This is an optimization exercise on Yosys and OpenROAD, whose aim is small area, a short achievable clock period and few clock cycles, not a production implementation. Only simulation tests tie the RTL to the original design; equivalence was not proved. Power is estimated from default activity; no workload was simulated.

v6:
// pxcodec
module pxcodec (
    input             clk,
    input             rst,
    input             cmd_valid,
    output            cmd_ready,
    input      [31:0] cmd_word,
    input      [63:0] arg0,
    input      [63:0] arg1,
    input      [63:0] arg2,
    input      [63:0] arg3,
    input      [63:0] arg4,
    input      [63:0] arg5,
    input      [63:0] arg6,
    input      [63:0] arg7,
    output reg        done,
    output      [7:0] status,
    output     [63:0] res0,
    output     [63:0] res1,
    output reg        mem_req,
    output reg        mem_we,
    output reg [21:0] mem_addr,
    output     [31:0] mem_wdata,
    output      [3:0] mem_wstrb,
    input             mem_ready,
    input      [31:0] mem_rdata
);
For scale: ~5600 cells after synthesis, roughly 780 I/O pins.
Settings: LEC_CHECK=0, CAP_MARGIN=20, CORE_MARGIN=2, CORE_UTILIZATION=30, SLEW_MARGIN=20; clock period 16.0 ns.
standard.sh (not shown) runs the stock make flow with config.mk's settings and CLKGATE_MAP_FILE= SYNTH_SCRIPT=/design/flow/synth_recipe.tcl, a recipe that flattens the netlist after the stock synthesis.
==> flow/flow/run.sh <==
#!/bin/bash
# The standard layout (the standard.sh, all steps) with two repair settings changed:
#  - setup repair aims at a 5 ns path (slack 11 ns against the 16 ns clock) instead of
#    stopping once paths fit the clock;
#  - the port buffers (one on every input and output, as in the standard flow) are
#    sky130_fd_sc_hd__buf_1 instead of the resizer's default delay-cell buffer.
# The clock, the constraints and the steps are the standard flow's.
set -euo pipefail
export SETUP_SLACK_MARGIN=11
export BUFFER_PORTS_ARGS="-buffer_cell sky130_fd_sc_hd__buf_1"
bash standard.sh > standard_flow.log 2>&1
Testbench counts of v6, summed over its fixed seeds: cycles 19,751.
Edits applied to the flow inputs when going from v6 to v7:
--- a/flow/design.v
+++ b/flow/design.v
@@ -368,25 +368,25 @@
     reg [13:0] o_src;            
     always @(*) begin
         o_src = 14'd0;
         if (!unpack) begin
             if (c[7]) o_src = o_src | 14'b111;
             if (c[11]) begin
                 o_src[5] = 1'b1; o_src[2] = o_src[2] | !ymis;
                 o_src[3] = o_src[3] | umis; o_src[0] = o_src[0] | !umis;
             end
             if (c[12]) begin
                 o_src[4] = o_src[4] | vmis; o_src[1] = o_src[1] | !vmis;
                 o_src[6] = o_src[6] | ymis; o_src[5] = o_src[5] | !ymis;
-                o_src[3] = o_src[3] | umis;       
+                o_src[3] = o_src[3] | umis; o_src[8] = o_src[8] | !umis;
                 if (words) o_src[0] = o_src[0] | !umis;
             end
             if (c[13]) begin
                 o_src[6] = 1'b1; o_src[4] = o_src[4] | vmis; o_src[9] = o_src[9] | !vmis;
                 o_src[10] = o_src[10] | ymis;
                 if (words) begin o_src[3] = o_src[3] | umis; o_src[8] = o_src[8] | !umis; end
             end
         end else begin
             if (c[3] | c[4] | c[6]) o_src[0] = 1'b1;
             if (c[7])  begin o_src[1] = 1'b1; o_src[0] = o_src[0] | !ymis; end
             if (c[8])  begin o_src[2] = 1'b1; o_src[1] = o_src[1] | !ymis; o_src[5] = o_src[5] | ymis; end
             if (c[9] | c[13]) o_src[5] = 1'b1;
@@ -416,31 +416,30 @@
             4'd6:  begin o_lo = py5; o_hv = py0; end
             4'd7:  begin o_lo = ymis ? py1 : py0; o_hv = ymis ? py2 : py1; end
             4'd8:  begin o_lo = ymis ? py3 : py2; o_hv = ymis ? py4 : py3; end
             4'd9:  begin o_lo = ymis ? py5 : py4; o_hv = py5; end
             4'd10: begin o_lo = umis ? pu1 : pu0; o_hv = umis ? pu2 : pu1; end
             4'd11: begin o_lo = pu2; o_hv = pu2; end
             4'd12: begin o_lo = vmis ? pv1 : pv0; o_hv = vmis ? pv2 : pv1; end
             4'd13: begin o_lo = pv2; o_hv = pv2; end
             default: ;
             endcase
         end
     end
-    wire [9:0]  u2f = (rd_v & (rd_s == 4'd8)) ? d_lo : pu2;
     reg  [29:0] pw;
     always @(*) begin
         case (o_wk)
         2'd0: pw = {cact ? pv0 : 10'd0, py0, cact ? pu0 : 10'd0};
         2'd1: pw = {c2 ? py2 : 10'd0, (cact & cc2) ? pu1 : 10'd0, py1};
-        2'd2: pw = {(cact & cc3) ? u2f : 10'd0, c2 ? py3 : 10'd0, (cact & cc2) ? pv1 : 10'd0};
+        2'd2: pw = {(cact & cc3) ? pu2 : 10'd0, c2 ? py3 : 10'd0, (cact & cc2) ? pv1 : 10'd0};
         default: pw = {c3 ? py5 : 10'd0, (cact & cc3) ? pv2 : 10'd0, c3 ? py4 : 10'd0};
         endcase
     end
     wire [23:1] o_ptr  = ({23{o_py}} & ya) | ({23{o_pu}} & ua) | ({23{o_pv}} & va);
     wire [21:0] p_addr = pr + po[21:0];
     wire stall = (mem_req & q_rd & o_src[q_slot]) | (rd_v & o_src[rd_s]);
     wire adv   = !mem_req | mem_ready;
     wire w_ok  = !ckon & (!vrd | !v_err);      
     wire go    = (state == S_RUN) & !stall & (!o_wr | w_ok) & !(vrd & v_err);
     wire issue = go & adv;
     wire [1:0]  o_inc  = o_two ? 2'd2 : 2'd1;                
     wire        rowadd = (state == S_ROW);
Notes after the runs:
Summary of v7 over v6: power of the sequential group was more or less identical; cell-internal power went down by 1.7%; final wirelength went up by 15 mm.
v7 vs. v6: utilization moved up, area occupied by multi-input gates stayed essentially flat, final hold slack now larger, clock-pin slew reported for the worst setup and hold paths after clock tree synthesis lost 0.02 ns, power closely matched the old numbers.
Compared with v6, in v7 width of the die fell by 0.39%; clock latency on the worst-skew pair rose by 0.02 ns.
Met1 wire length: v7 > v6
Testbench counts of v7, summed over its fixed seeds: cycles 19,904.

separate check: timing with driven ports:
No port has a modelled driver above. Below, the same layouts with a new extraction and two added sets of constraints.
Step 1, drivers: a clkbuf_16 drives clk and a buf_2 each remaining input, both assumed.
Step 2 moves the port delays by t, midway between the first and last clock arrival at a register: inputs arrive t later, outputs are due t later. That takes back most of the time a late clock gives input paths.
Three values: no drivers, after step 1, after step 2; two values: the first two.
| run | t, ns | setup slack, ns | worst register clock-pin slew, ns | worst slew at a driven data input, ns |
|---|---|---|---|---|
| v6 | 0.779 | 10.892 / 10.892 / 10.273 | 0.08 / 0.08 | 0.19 |
| v7 | 0.794 | 10.943 / 10.943 / 10.235 | 0.07 / 0.07 | 0.32 |
After both steps every run listed still meets setup and hold. The setup slack of v7, which loses most, moves by 0.000 ns with the drivers and by -0.708 ns with both steps.
